Source: an optimization exercise on an open RTL-to-GDS flow (aim: small area, a short achievable clock period and few clock cycles per item). Production flows keep margins and buffers that such runs may drop. Only simulation tests tie the RTL to the original design; equivalence was not proved. No activity file was given, so power comes from the tool's default toggle rates.

Setup of the baseline:
==> flow/design.v (excerpt) <==
module feistel_cbc (
    input              clk,
    input              rst,
    input              start,
    input      [3:0]   op,
    input      [2:0]   kidx,
    input      [255:0] din,
    output             ready,
    output reg         done,
    output reg         err,
    output     [63:0]  blk,
    output     [63:0]  chain
);
Settings: LEC_CHECK=0, CAP_MARGIN=5, CORE_MARGIN=2, CORE_UTILIZATION=40, SETUP_SLACK_MARGIN=4.0, SLEW_MARGIN=5, SYNTH_HIERARCHICAL=1, SYNTH_MINIMUM_KEEP_SIZE=0; clock period 7.0 ns.
standard.sh (not shown) runs the stock make flow with config.mk's settings and CLKGATE_MAP_FILE= SYNTH_SCRIPT=/design/flow/synth_recipe.tcl, a recipe that flattens the netlist after the stock synthesis.
==> flow/flow/run.sh <==
#!/bin/bash
# Standard ORFS layout with two changes: synthesis leaves out Yosys's
# full/half-adder extraction (ADDER_MAP_FILE empty), so ABC maps the adders
# with the rest of the logic; and the port buffers are the smallest buffer
# (sky130_fd_sc_hd__buf_1) instead of the cell buffer_ports picks by itself.
set -euo pipefail
cd "$(dirname "$0")/.."
bash standard.sh 'ADDER_MAP_FILE=' 'BUFFER_PORTS_ARGS=-buffer_cell sky130_fd_sc_hd__buf_1' finish > make_finish.log 2>&1
Testbench counts of the baseline, summed over its fixed seeds: cycles 12,832, blocks 384.
The inputs of the candidate differ from those of the baseline as listed below.
Settings: changing CAP_MARGIN from 5 to 20; changing SLEW_MARGIN from 5 to 20; changing CORE_UTILIZATION from 40 to 60.
Findings:
- On clock-cell share of area: the candidate sits below the baseline.
- Comparing the baseline and the candidate, the higher arrival time of the worst setup path is on the baseline.
- Number of placement rows (the candidate / the baseline): 0.811
- Final worst-path cycle share (lower): the candidate
- Looking only at core utilization, and setting everything else aside, the lower value of the baseline and the candidate goes to the baseline.

========
Setup of job 720:
Starting RTL as in the previous note.
==> flow/config.mk <==
export PLATFORM = sky130hd
export DESIGN_NAME = feistel_cbc
export DESIGN_NICKNAME = feistel_cbc
export VERILOG_FILES = /design/flow/design.v
export SDC_FILE = /design/flow/constraint.sdc
export NUM_CORES = 4
export LEC_CHECK = 0
export CAP_MARGIN = 20
export CORE_MARGIN = 2
export CORE_UTILIZATION = 40
export SETUP_SLACK_MARGIN = 3.8
export SLEW_MARGIN = 20
export SYNTH_HIERARCHICAL = 1
export SYNTH_MINIMUM_KEEP_SIZE = 0
==> flow/constraint.sdc <==
create_clock -name core_clock -period 7.0 [get_ports {clk}]
set_input_delay 1.4000 -clock core_clock [delete_from_list [all_inputs] [get_ports {clk}]]
set_output_delay 1.4000 -clock core_clock [all_outputs]
set_load 0.01 [all_outputs]
Scripts as last shown in full above: flow/flow/run.sh
Testbench counts of job 720, summed over its fixed seeds: cycles 12,832, blocks 384.
[inputs] job 2861 vs job 720
diff --git a/flow/config.mk b/flow/config.mk
--- a/flow/config.mk
+++ b/flow/config.mk
@@ -11 +11 @@
-export SETUP_SLACK_MARGIN = 3.8
+export SETUP_SLACK_MARGIN = 4.0
## What came out
Job 2861: maximum VDD drop 0.015 mV above job 720
The higher overall track demand over capacity in global routing of job 720 and job 2861 is in job 2861.
Between job 2861 and job 720, the initial core utilization figures differ only marginally.
Re fraction of the cycle the final worst path needs: job 720 and job 2861 aren't equal, and the lower value belongs to job 2861.
Diff job 720 -> job 2861: count of clock-net buffers in the final layout saw an increase, met1 global-route usage saw an increase.
Across both runs, setup slack was higher for job 2861 than for job 720.
There was hardly any difference in net switching fraction of the power between job 720 and job 2861.
Summary of job 2861 over job 720: cell area moved up; met2 wirelength from detailed routing up about 4%; overall via count from detail_route higher.
The following lists how job 8341 was set up differently from job 2861:
diff --git a/flow/config.mk b/flow/config.mk
--- a/flow/config.mk
+++ b/flow/config.mk
@@ -11 +11,3 @@
-export SETUP_SLACK_MARGIN = 4.0
+export CTS_CLUSTER_DIAMETER = 60
+export CTS_CLUSTER_SIZE = 28
+export SETUP_SLACK_MARGIN = 4.1
[summary]
- Result for job 2861 and job 8341: all clean
- Job 2861 and job 8341 ended up with nearly the same cell total after placement.
- Delta (job 8341 minus job 2861): post-layout instance area has increased, final worst-path setup slack picked up an extra 0.076 ns.
For job 1382, these inputs were changed with respect to job 8341:
diff --git a/flow/config.mk b/flow/config.mk
--- a/flow/config.mk
+++ b/flow/config.mk
@@ -11,3 +11 @@
-export CTS_CLUSTER_DIAMETER = 60
-export CTS_CLUSTER_SIZE = 28
-export SETUP_SLACK_MARGIN = 4.1
+export SETUP_SLACK_MARGIN = 4.2
==> summary.txt <==
Setup WNS job 8341 -> job 1382: better
From job 8341 to job 1382, net count after synthesis did not move at all.
Via count: job 8341 and job 1382 compared, higher one is job 1382
In the reports for job 8341 and job 1382, the smaller count of clock-buffer cells in the layout belongs to job 8341.
Inputs modified between job 1382 and job 6448:
diff --git a/flow/config.mk b/flow/config.mk
--- a/flow/config.mk
+++ b/flow/config.mk
@@ -11 +11,2 @@
-export SETUP_SLACK_MARGIN = 4.2
+export GPL_ROUTABILITY_DRIVEN = 0
+export SETUP_SLACK_MARGIN = 4.0
Notes after the runs:
- Diff job 1382 -> job 6448: number of antenna cells inserted moved down; combinational group share of total power went down 1.8 points.
- flip-flop to flip-flop as the kind of critical path was reported by job 6448, and input port to flip-flop by job 1382.
- Clock-buffer cell count: job 6448 vs job 1382 down about 12%

==> static timing again, ports no longer ideal <==
No port has a modelled driver above. Below, the same layouts with a new extraction and two added sets of constraints.
Step 1: set_driving_cell puts a clkbuf_16 on clk and a buf_2 on each other input, an assumption about the parent block.
Step 2 adds t to the input delays and takes it off the output delays; t is the mean of the earliest and latest rising clock arrival at the registers after step 1. Input paths then give back, and output paths get back, about the clock's delay inside the block.
Slacks: no drivers / after step 1 / after step 2; pairs: no drivers / after step 1.
| run | t (ns) | slack for setup (ns) | worst register clock-pin slew, ns | pins driven straight from the clock port |
|---|---|---|---|---|
| the baseline | 0.689 | 3.955 / 3.964 / 3.275 | 0.07 / 0.07 | 1 |
| the candidate | 0.684 | 3.965 / 3.869 / 3.185 | 0.07 / 0.07 | 1 |
| job 720 | 0.680 | 3.865 / 3.793 / 3.113 | 0.07 / 0.07 | 1 |
| job 2861 | 0.686 | 3.999 / 3.962 / 3.276 | 0.07 / 0.07 | 1 |
| job 8341 | 0.676 | 4.075 / 4.043 / 3.367 | 0.10 / 0.10 | 1 |
| job 1382 | 0.686 | 4.079 / 4.010 / 3.324 | 0.07 / 0.07 | 1 |
| job 6448 | 0.677 | 3.972 / 3.964 / 3.287 | 0.07 / 0.07 | 1 |
After both steps every run listed still meets setup and hold. The setup slack of the candidate, which loses most, moves by -0.096 ns with the drivers and by -0.780 ns with both steps.
